Source: an optimization exercise on an open RTL-to-GDS flow (aim: small area, a short achievable clock period and few clock cycles). Production flows keep margins and buffers that such runs may drop.
Function was checked by simulation only, so behaviour that the tests miss may differ from the original.
Power and IR drop assume default switching activity.

// csb
module csb (
    input  wire        clk,
    input  wire        rst,                
    input  wire        lockstep_strict,    
    input  wire        req_valid,
    output wire        req_ready,
    input  wire [31:0] req_word,
    output reg         rsp_valid,
    output reg  [2:0]  rsp_code,
    output reg  [15:0] rsp_data,
    output reg         mem_valid,
    output reg         mem_we,
    output wire [1:0]  mem_dev,
    output reg  [15:0] mem_addr,
    output wire [7:0]  mem_wdata,
    input  wire        mem_ready,
    input  wire [7:0]  mem_rdata,
    output wire        ntf_valid,
    output wire [1:0]  ntf_ext,
    output wire [4:0]  ntf_kind,
    output wire        ntf_level,
    output wire        log_valid,
    output wire [1:0]  log_inst,
    output wire [4:0]  log_kind,
    output wire        log_level
);
==> flow/config.mk <==
export PLATFORM = sky130hd
export DESIGN_NAME = csb
export DESIGN_NICKNAME = csb
export VERILOG_FILES = /design/flow/design.v
export SDC_FILE = /design/flow/constraint.sdc
export NUM_CORES = 4
export LEC_CHECK = 0
export CAP_MARGIN = 20
export CORE_MARGIN = 2
export CORE_UTILIZATION = 55
export CTS_CLUSTER_DIAMETER = 80
export CTS_CLUSTER_SIZE = 25
export PLACE_DENSITY = 0.7
export SETUP_SLACK_MARGIN = 4.1
export SLEW_MARGIN = 20
==> flow/constraint.sdc <==
create_clock -name core_clock -period 7.0 [get_ports {clk}]
set_input_delay 1.4000 -clock core_clock [delete_from_list [all_inputs] [get_ports {clk}]]
set_output_delay 1.4000 -clock core_clock [all_outputs]
set_load 0.01 [all_outputs]
standard.sh (not shown) runs the stock make flow with config.mk's settings and CLKGATE_MAP_FILE= SYNTH_SCRIPT=/design/flow/synth_recipe.tcl, a recipe that flattens the netlist after the stock synthesis.
==> flow/flow/run.sh <==
#!/bin/bash
# The standard layout (standard.sh), with the port buffers that buffer_ports
# inserts made from buf_1 cells instead of the delay cells it picks by default.
export BUFFER_PORTS_ARGS="-buffer_cell sky130_fd_sc_hd__buf_1"
bash standard.sh > standard.log 2>&1
The first run finished clean.
Testbench counts at the start, summed over its fixed seeds: cycles 30,417.
Rerun with:
Settings changed: CORE_UTILIZATION 55 to 40, PLACE_DENSITY 0.7 to 0.6.
What happened: Setup slack got worse by 0.0038 ns; sequential power hardly moves; hold slack stays flat; clock skew rose by 0.017 ns; final cell count increases by 8.1%; clock power went up by 19%; combinational power climbs by about 2%; die area is higher by 37%.
Rerun with:
Settings changed: ABC_AREA set to 1.
The new run completed with no timing, DRC or antenna violations.
Power is lower by 2.6%.
Via count rose by 8.1%.
Routed wire length grows by about 4%.
Cell count rose by about 15%.
Cell area hardly moves.
Rerun with:
Settings changed: CORE_UTILIZATION 40 to 55, PLACE_DENSITY 0.6 to 0.7, SETUP_SLACK_MARGIN 4.1 to 4.5.
Outcome:
- count of clock-buffer cells in the layout is lower by 4
- routed wire length is lower by 1.2%
- core utilization is higher by 20 points
- clock power is lower by about 9%
- worst setup slack gains 0.19 ns
Rerun with:
Settings changed: CORE_UTILIZATION 55 to 40, PLACE_DENSITY 0.7 to 0.6, SETUP_SLACK_MARGIN 4.5 to 4.3.
Result:
- register-to-register slack degrades by 0.14 ns
- cell count rises by 5.3%
- clock power grows by about 10%
- core utilization is lower by 19 points

Starting RTL as in the previous note.
==> flow/config.mk <==
export PLATFORM = sky130hd
export DESIGN_NAME = csb
export DESIGN_NICKNAME = csb
export VERILOG_FILES = /design/flow/design.v
export SDC_FILE = /design/flow/constraint.sdc
export NUM_CORES = 4
export LEC_CHECK = 0
export ABC_AREA = 1
export CAP_MARGIN = 20
export CORE_MARGIN = 2
export CORE_UTILIZATION = 55
export CTS_CLUSTER_DIAMETER = 80
export CTS_CLUSTER_SIZE = 25
export PLACE_DENSITY = 0.7
export SETUP_SLACK_MARGIN = 4.4
export SLEW_MARGIN = 20
==> flow/constraint.sdc <==
create_clock -name core_clock -period 7.0 [get_ports {clk}]
set_input_delay 1.4000 -clock core_clock [delete_from_list [all_inputs] [get_ports {clk}]]
set_output_delay 1.4000 -clock core_clock [all_outputs]
set_load 0.01 [all_outputs]
Scripts as last shown in full above: flow/flow/run.sh
Testbench counts at the start, summed over its fixed seeds: cycles 30,417.
Rerun with:
- CORE_UTILIZATION: 55 -> 65
- PLACE_DENSITY: 0.7 -> 0.8
- SETUP_SLACK_MARGIN: 4.4 -> 4.5
=> Final cell count shrinks by 1.4%; clock skew goes down by 0.0054 ns; wire length rose by 1.3%.

== old ==
Another version of the RTL of csb (not shown whole).
Size in the first run: roughly 2300 cells after synthesis, roughly 110 I/O pins, roughly 0.023 mm² of cells after synthesis.
Settings: LEC_CHECK=0, CAP_MARGIN=20, CORE_MARGIN=2, CORE_UTILIZATION=40, CTS_CLUSTER_DIAMETER=80, CTS_CLUSTER_SIZE=25, PLACE_DENSITY=0.6, SETUP_SLACK_MARGIN=4.1, SLEW_MARGIN=20; clock period 7.0 ns.
Scripts as last shown in full above: flow/flow/run.sh
Testbench counts of old, summed over its fixed seeds: cycles 30,417.
Here is what was changed in the inputs of new compared with old.
- ABC_AREA: unset -> 1
Notes after the runs:
Total of flip-flops plus latches after synthesis: old vs new identical. Between old and new, the cell count went up. In new, the via count normalized by instance count came out about 6% below the value in old. Note that the non-clock inverter count in the final layout recorded for old amounts to 0.098 times the value seen in new. Per the comparison of new with old, share of final-layout standard cells stronger than drive strength 1 dropped 3.7 points; number of vias after detailed routing climbed 9.1%. In new, the total power draw came out 0.27 mW above the value in old. Summary of the comparison: maximum frequency is lower in new, relative to old. Comparing number of detailed-routing iterations run before antenna repair for old and new, the smaller number came from old. | clock skew | new vs old | worse |.

==> separate check: timing with driven ports <==
In the flow no input, the clock included, has a driving cell. The finished layouts below were timed again as built, in two steps. Step 1, drivers: a clkbuf_16 drives clk and a buf_2 each remaining input, both assumed. Step 2 adds t to the input delays and takes it off the output delays; t is the mean of the earliest and latest rising clock arrival at the registers after step 1. Input paths then give back, and output paths get back, about the clock's delay inside the block. Three values: ideal, step 1, step 2; two values: the first two.
| run | shift t [ns] | setup WS [ns] | hold slack, ns |
|---|---|---|---|
| the first run of note 1 | 0.646 | 3.932 / 3.950 / 3.304 | 0.454 / 0.454 / 0.454 |
| the second run of note 1 | 0.679 | 3.928 / 3.958 / 3.279 | 0.457 / 0.457 / 0.457 |
| the third run of note 1 | 0.651 | 4.190 / 4.137 / 3.594 | 0.454 / 0.454 / 0.454 |
| the fourth run of note 1 | 0.645 | 4.384 / 4.327 / 3.929 | 0.454 / 0.454 / 0.454 |
| the fifth run of note 1 | 0.658 | 4.310 / 4.250 / 3.679 | 0.460 / 0.460 / 0.460 |
| the first run of note 2 | 0.661 | 4.363 / 4.333 / 3.816 | 0.448 / 0.448 / 0.448 |
| the second run of note 2 | 0.623 | 4.412 / 4.358 / 3.925 | 0.448 / 0.448 / 0.448 |
| old | 0.655 | 4.161 / 4.098 / 3.546 | 0.460 / 0.460 / 0.460 |
| new | 0.683 | 4.132 / 4.070 / 3.571 | 0.459 / 0.459 / 0.459 |
After both steps setup and hold are still met in every run listed. The setup slack of the second run of note 1, which loses most, moves by +0.030 ns with the drivers and by -0.649 ns with both steps.
